What follows belongs to an exercise in optimizing a design on an open flow for small area, a short achievable clock period and few clock cycles; a production flow would make more cautious choices.
At most, simulation tests tie the RTL to the original design; equivalence was not proved.
Power figures rest on the tool's default switching activity, not on a simulated workload.

Design cmri_core, start of the top module:
module cmri_core (
    input  wire        clk,
    input  wire        rst,
    input  wire [6:0]  local_id,
    input  wire        rx_valid,
    input  wire [7:0]  rx_data,
    output wire        rx_ready,
    input  wire [63:0] in_lines,
    output wire        ev_valid,
    input  wire        ev_ready,
    output wire [2:0]  ev_kind,
    output wire [7:0]  ev_data,
    output wire        ev_bit,
    output wire [63:0] out_lines,
    output wire [15:0] cnt_bytes,
    output wire [15:0] cnt_frames_seen,
    output wire [15:0] cnt_frames_proc,
    output wire [15:0] cnt_errors
);
For scale: about 3100 cells after synthesis, ~850 flip-flops, about 230 I/O pins.
Settings: LEC_CHECK=0, CAP_MARGIN=20, CORE_MARGIN=2, CORE_UTILIZATION=40, SETUP_SLACK_MARGIN=4.5, SLEW_MARGIN=20; clock period 8.0 ns.
standard.sh (not shown) runs the stock make flow with config.mk's settings and CLKGATE_MAP_FILE= SYNTH_SCRIPT=/design/flow/synth_recipe.tcl, a recipe that flattens the netlist after the stock synthesis.
==> flow/flow/run.sh <==
#!/bin/bash
# The standard layout, with plain buffers on the ports instead of the
# default delay-cell choice, and a clock tree without dummy loads.
set -euo pipefail
bash standard.sh finish 'BUFFER_PORTS_ARGS=-buffer_cell sky130_fd_sc_hd__buf_2' \
  'CTS_ARGS=-sink_clustering_enable -repair_clock_nets -dont_use_dummy_load' > make_finish.log 2>&1
The starting point finished with timing, DRC and antenna clean.
Rerun with:
--- a/flow/design.v
+++ b/flow/design.v
@@ -352,52 +352,62 @@
     wire used0 = (a_p_busy && !a_reg) || (b_kind == J_P && !b_reg) ||
                  (c_kind == J_P && !c_reg);
     wire used1 = (a_p_busy &&  a_reg) || (b_kind == J_P &&  b_reg) ||
                  (c_kind == J_P &&  c_reg);
     wire r0_blk = (a_kind == J_I && a_len > 7'd64) || (b_kind == J_I && b_len > 7'd64) ||
                   (c_kind == J_I && c_len > 7'd64);
     wire r1_blk = (a_kind == J_I && (a_reg ? a_len > 7'd24 : a_len > 7'd56)) ||
                   (b_kind == J_I && (b_reg ? b_len > 7'd24 : b_len > 7'd56)) ||
                   (c_kind == J_I && (c_reg ? c_len > 7'd24 : c_len > 7'd56));
     wire r0_free = !used0 && !r0_blk;
     assign p_region = !r0_free;
     wire new_reg = is_p ? p_region : f_sel;
-    wire [1:0] new_k = new_job ? new_kind : J_NONE;
+    reg        j_v;
+    reg [1:0]  j_kind;
+    reg [6:0]  j_len;
+    reg        j_reg;
+    always @(posedge clk) begin
+        j_v    <= !rst && new_job;
+        j_kind <= new_kind;
+        j_len  <= pay_len;
+        j_reg  <= new_reg;
+    end
+    wire [1:0] new_k = j_v ? j_kind : J_NONE;
     reg  [1:0] n_a_kind, n_b_kind, n_c_kind;
     reg  [6:0] n_a_len,  n_b_len,  n_c_len;
     reg        n_a_reg,  n_b_reg,  n_c_reg;
     always @(*) begin
         n_a_kind = a_kind; n_a_len = a_len; n_a_reg = a_reg;
         n_b_kind = b_kind; n_b_len = b_len; n_b_reg = b_reg;
         n_c_kind = c_kind; n_c_len = c_len; n_c_reg = c_reg;
         if (a_free) begin
             if (b_full) begin
                 n_a_kind = b_kind; n_a_len = b_len; n_a_reg = b_reg;
                 if (c_full) begin
                     n_b_kind = c_kind; n_b_len = c_len; n_b_reg = c_reg;
-                    n_c_kind = new_k;  n_c_len = pay_len; n_c_reg = new_reg;
+                    n_c_kind = new_k;  n_c_len = j_len; n_c_reg = j_reg;
                 end else begin
-                    n_b_kind = new_k;  n_b_len = pay_len; n_b_reg = new_reg;
+                    n_b_kind = new_k;  n_b_len = j_len; n_b_reg = j_reg;
                     n_c_kind = J_NONE;
                 end
             end else begin
-                n_a_kind = new_k;  n_a_len = pay_len; n_a_reg = new_reg;
+                n_a_kind = new_k;  n_a_len = j_len; n_a_reg = j_reg;
                 n_b_kind = J_NONE;
                 n_c_kind = J_NONE;
             end
-        end else if (new_job) begin
+        end else if (j_v) begin
             if (!b_full) begin
-                n_b_kind = new_kind; n_b_len = pay_len; n_b_reg = new_reg;
+                n_b_kind = j_kind; n_b_len = j_len; n_b_reg = j_reg;
             end else begin
-                n_c_kind = new_kind; n_c_len = pay_len; n_c_reg = new_reg;
+                n_c_kind = j_kind; n_c_len = j_len; n_c_reg = j_reg;
             end
         end
     end
     wire s_free = (a_kind == J_NONE) || e_last;    
     wire       a_tfl     = (a_kind == J_T) && (ph != T_START);
     reg  [2:0] a_tmax;
     always @(*) begin
         a_tmax = 3'd0;
         for (k = 0; k < 8; k = k + 1)
             if (bnz_r[k]) a_tmax = k;
     end
     wire       s_a_hold  = s_free ? b_hold : a_hold_f;
Setup slack improves by 0.17 ns.
Synthesized area is about the same.
Via count went down by 2.4%.
Cell area went down by 1.0%.
Combinational power went down by 66%.
Sequential share of layout area went up by 0.76 points.
Total power went down by 2.7%.
Cell count went down by 0.83%.
Hold slack degrades by 0.019 ns.
Routed wire length went down by 3.9%.
Maximum frequency went up by 5.0%.
Die area barely changes.
Testbench counts after the change, summed over its fixed seeds: cycles 37,517.
Only the layout flow was run in the first run of this note; the RTL was not checked for function there.

==> afterwards: timing with drivers on the ports <==
The flow's constraints put no driver on any port. The routed layouts listed below were extracted and timed again, unchanged, in two steps. Step 1 sets driving cells, clkbuf_16 on the clock port and buf_2 on the other inputs (assumed; they add their load-dependent delay and slew). Step 2 also shifts input and output timing later by t, the mid clock arrival at the registers, as if the neighbouring blocks saw the same clock. a / b / c = ideal ports / drivers / drivers and shift; a / b = the first two.
run	t (ns)	slack for setup (ns)	worst setup path at the end	latest minus earliest clock arrival (ns)	slew at the worst register clock pin (ns)
the first run	0.713	4.432 / 4.459 / 3.746	input to register	0.054 / 0.054	0.06 / 0.06
the second run	0.709	4.602 / 4.602 / 4.006	input to register	0.053 / 0.053	0.06 / 0.06
After both steps every run listed still meets setup and hold. The setup slack of the first run, which loses most, moves by +0.027 ns with the drivers and by -0.686 ns with both steps.
